This design comes from an exercise in tuning for small area on the open sky130 flow, not from production work.
Where RTL was checked, it was by simulation tests only, not by an equivalence proof against the original.

==> flow/design.v (excerpt) <==
module fli_dec (
    input  wire        clk,
    input  wire        rst,           
    input  wire        host_we,
    input  wire [2:0]  host_addr,     
    input  wire [31:0] host_wdata,
    output wire [5:0]  status,        
    output wire [1:0]  ctrl,          
    output wire [31:0] ip,
    output wire [31:0] errcode,
    input  wire        s_valid,
    input  wire [7:0]  s_data,
    input  wire        s_err,         
    input  wire [31:0] s_errcode,
    output wire        s_ready,
    output reg         fb_we,
    output wire        fb_wbank,
    output wire [15:0] fb_waddr,
    output reg  [7:0]  fb_wdata,
    output wire        fb_re,
    output wire        fb_rbank,
    output wire [15:0] fb_raddr,
    input  wire [7:0]  fb_rdata,
    output reg         pal_we,
    output wire        pal_wbank,
    output wire [9:0]  pal_waddr,
    output reg  [7:0]  pal_wdata,
    output wire        pal_re,
    output wire        pal_rbank,
    output wire [9:0]  pal_raddr,
    input  wire [7:0]  pal_rdata
);
Size in the first run: about 1600 cells after synthesis, ~230 flip-flops, roughly 250 I/O pins, ~14000 um^2 of cells after synthesis.
clock: 11.0 ns
lec_check: 0
cap_margin: 20
core_margin: 2
core_utilization: 65
cts_buf_list: sky130_fd_sc_hd__clkbuf_4
place_density: 0.8
slew_margin: 20
standard.sh (not shown) runs the stock make flow with config.mk's settings and CLKGATE_MAP_FILE= SYNTH_SCRIPT=/design/flow/synth_recipe.tcl, a recipe that flattens the netlist after the stock synthesis.
==> flow/flow/run.sh <==
#!/bin/bash
# Layout flow: the standard flow (standard.sh), with these changes.
#  1. Synthesis is the standard synthesis script (synth_recipe.tcl) with
#     three changes for area: ABC maps the logic with an area-oriented script
#     (abc_area.script); adders are left as logic for ABC instead of being
#     mapped to full/half adder cells first (ADDER_MAP_FILE empty); and no
#     buffers are added to pass-through wires (placement buffers every port
#     anyway).  None of these touches the registers: names, count and cells
#     are the standard synthesis's.
#  2. The port buffers that placement inserts are sky130_fd_sc_hd__buf_1.
#  3. Clock tree synthesis uses clkbuf_4 buffers, clusters of up to 6
#     registers and no dummy loads.
# Each step's full output is in synth.log / layout.log here, and ORFS's own
# logs are under orfs/logs/.
set -euo pipefail
flow_dir=$(cd "$(dirname "${BASH_SOURCE[0]}")" && pwd)
export FLOW_ABC_SCRIPT="$flow_dir/abc_area.script"
export FLOW_STD_SYNTH="$PWD/synth_recipe.tcl"
knobs=("SYNTH_SCRIPT=$flow_dir/synth.tcl"
       "ADDER_MAP_FILE="
       "SYNTH_INSBUF=0"
       "BUFFER_PORTS_ARGS=-buffer_cell sky130_fd_sc_hd__buf_1"
       "CTS_ARGS=-sink_clustering_enable -repair_clock_nets -dont_use_dummy_load -sink_clustering_size 6 -sink_clustering_max_diameter 80 -buf_list sky130_fd_sc_hd__clkbuf_4")
bash standard.sh "${knobs[@]}" synth > synth.log 2>&1
bash standard.sh "${knobs[@]}" finish > layout.log 2>&1
==> flow/flow/abc_area.script <==
&get -n
&st
&deepsyn -T 30
&dch
&nf -a -R 1000
&put
strash
&get -n
&st
&deepsyn -T 30
&dch
&nf -a -R 1000
&put
topo
==> flow/flow/synth.tcl <==
# The standard synthesis (synth_recipe.tcl), with ABC's technology mapping
# run with an area-oriented script; nothing else changes
proc abc {args} {
  set i [lsearch -exact $args -script]
  if { $i >= 0 } { lset args [expr {$i + 1}] $::env(FLOW_ABC_SCRIPT) }
  puts "abc with area script: $args"
  yosys abc {*}$args
}
source $::env(FLOW_STD_SYNTH)
Change:
--- a/flow/design.v
+++ b/flow/design.v
@@ -139,14 +139,13 @@
     wire [16:0] c5 = {m5[15:0], 1'b0};
     wire [16:0] s6 = s5 ^ c5 ^ c4, m6 = (s5 & c5) | (s5 & c4) | (c5 & c4);
     wire [16:0] c6 = {m6[15:0], 1'b0};
     wire [17:0] psum = {1'b0, s6} + {1'b0, c6};
     wire ovc = m1[16] | m2[16] | m3[16] | m4[16] | m5[16] | m6[16] | psum[17];
     wire fits = !(w_big && h_big) && !ov && !ovc && (!psum[16] || psum[15:0] == 16'd0);
-    reg  [16:0] wh;
-    always @(posedge clk) wh <= psum[16:0];
+    wire [16:0] wh = psum[16:0];       
     wire in_frame = (addr < wh);
     wire pal_in   = !(addr[9] && addr[8]);    
     wire at767    = (addr[9:0] == 10'd767);
     wire lc2   = (op == O_LC2);
     wire scale = (op == O_COLOR);
     wire [7:0]  neg  = ~s_data + 8'd1;                      
The new run died in 5_1_grt.
Synthesized cell count drops by a few percent.
Area after synthesis drops by a few percent.
The RTL of the second run of this note was laid out without a check of its function.

==> what the ideal ports hide <==
No port has a modelled driver above. Below, the same layout with a new extraction and two added sets of constraints. Step 1 (the two cells are an assumption about what drives the block):
set clk [get_ports {clk}]
set_driving_cell -lib_cell sky130_fd_sc_hd__clkbuf_16 $clk
set_driving_cell -lib_cell sky130_fd_sc_hd__buf_2 [delete_from_list [all_inputs] $clk]
Step 2, shift: input delay + t, output delay - t, t = (earliest + latest rising clock arrival at the registers) / 2. This alone moves slack from input paths to output paths. a / b / c = ideal / step 1 / step 2; a / b = the first two.
run: the first run
t (ns): 0.664
setup WS [ns]: 0.668 / 0.682 / 0.018
worst slew at a driven data input, ns: 0.07
pins driven straight from the clock port: 1
After both steps setup and hold are still met in the first run. For the first run, drivers alone change the setup slack by +0.014 ns; drivers and shift together by -0.650 ns.
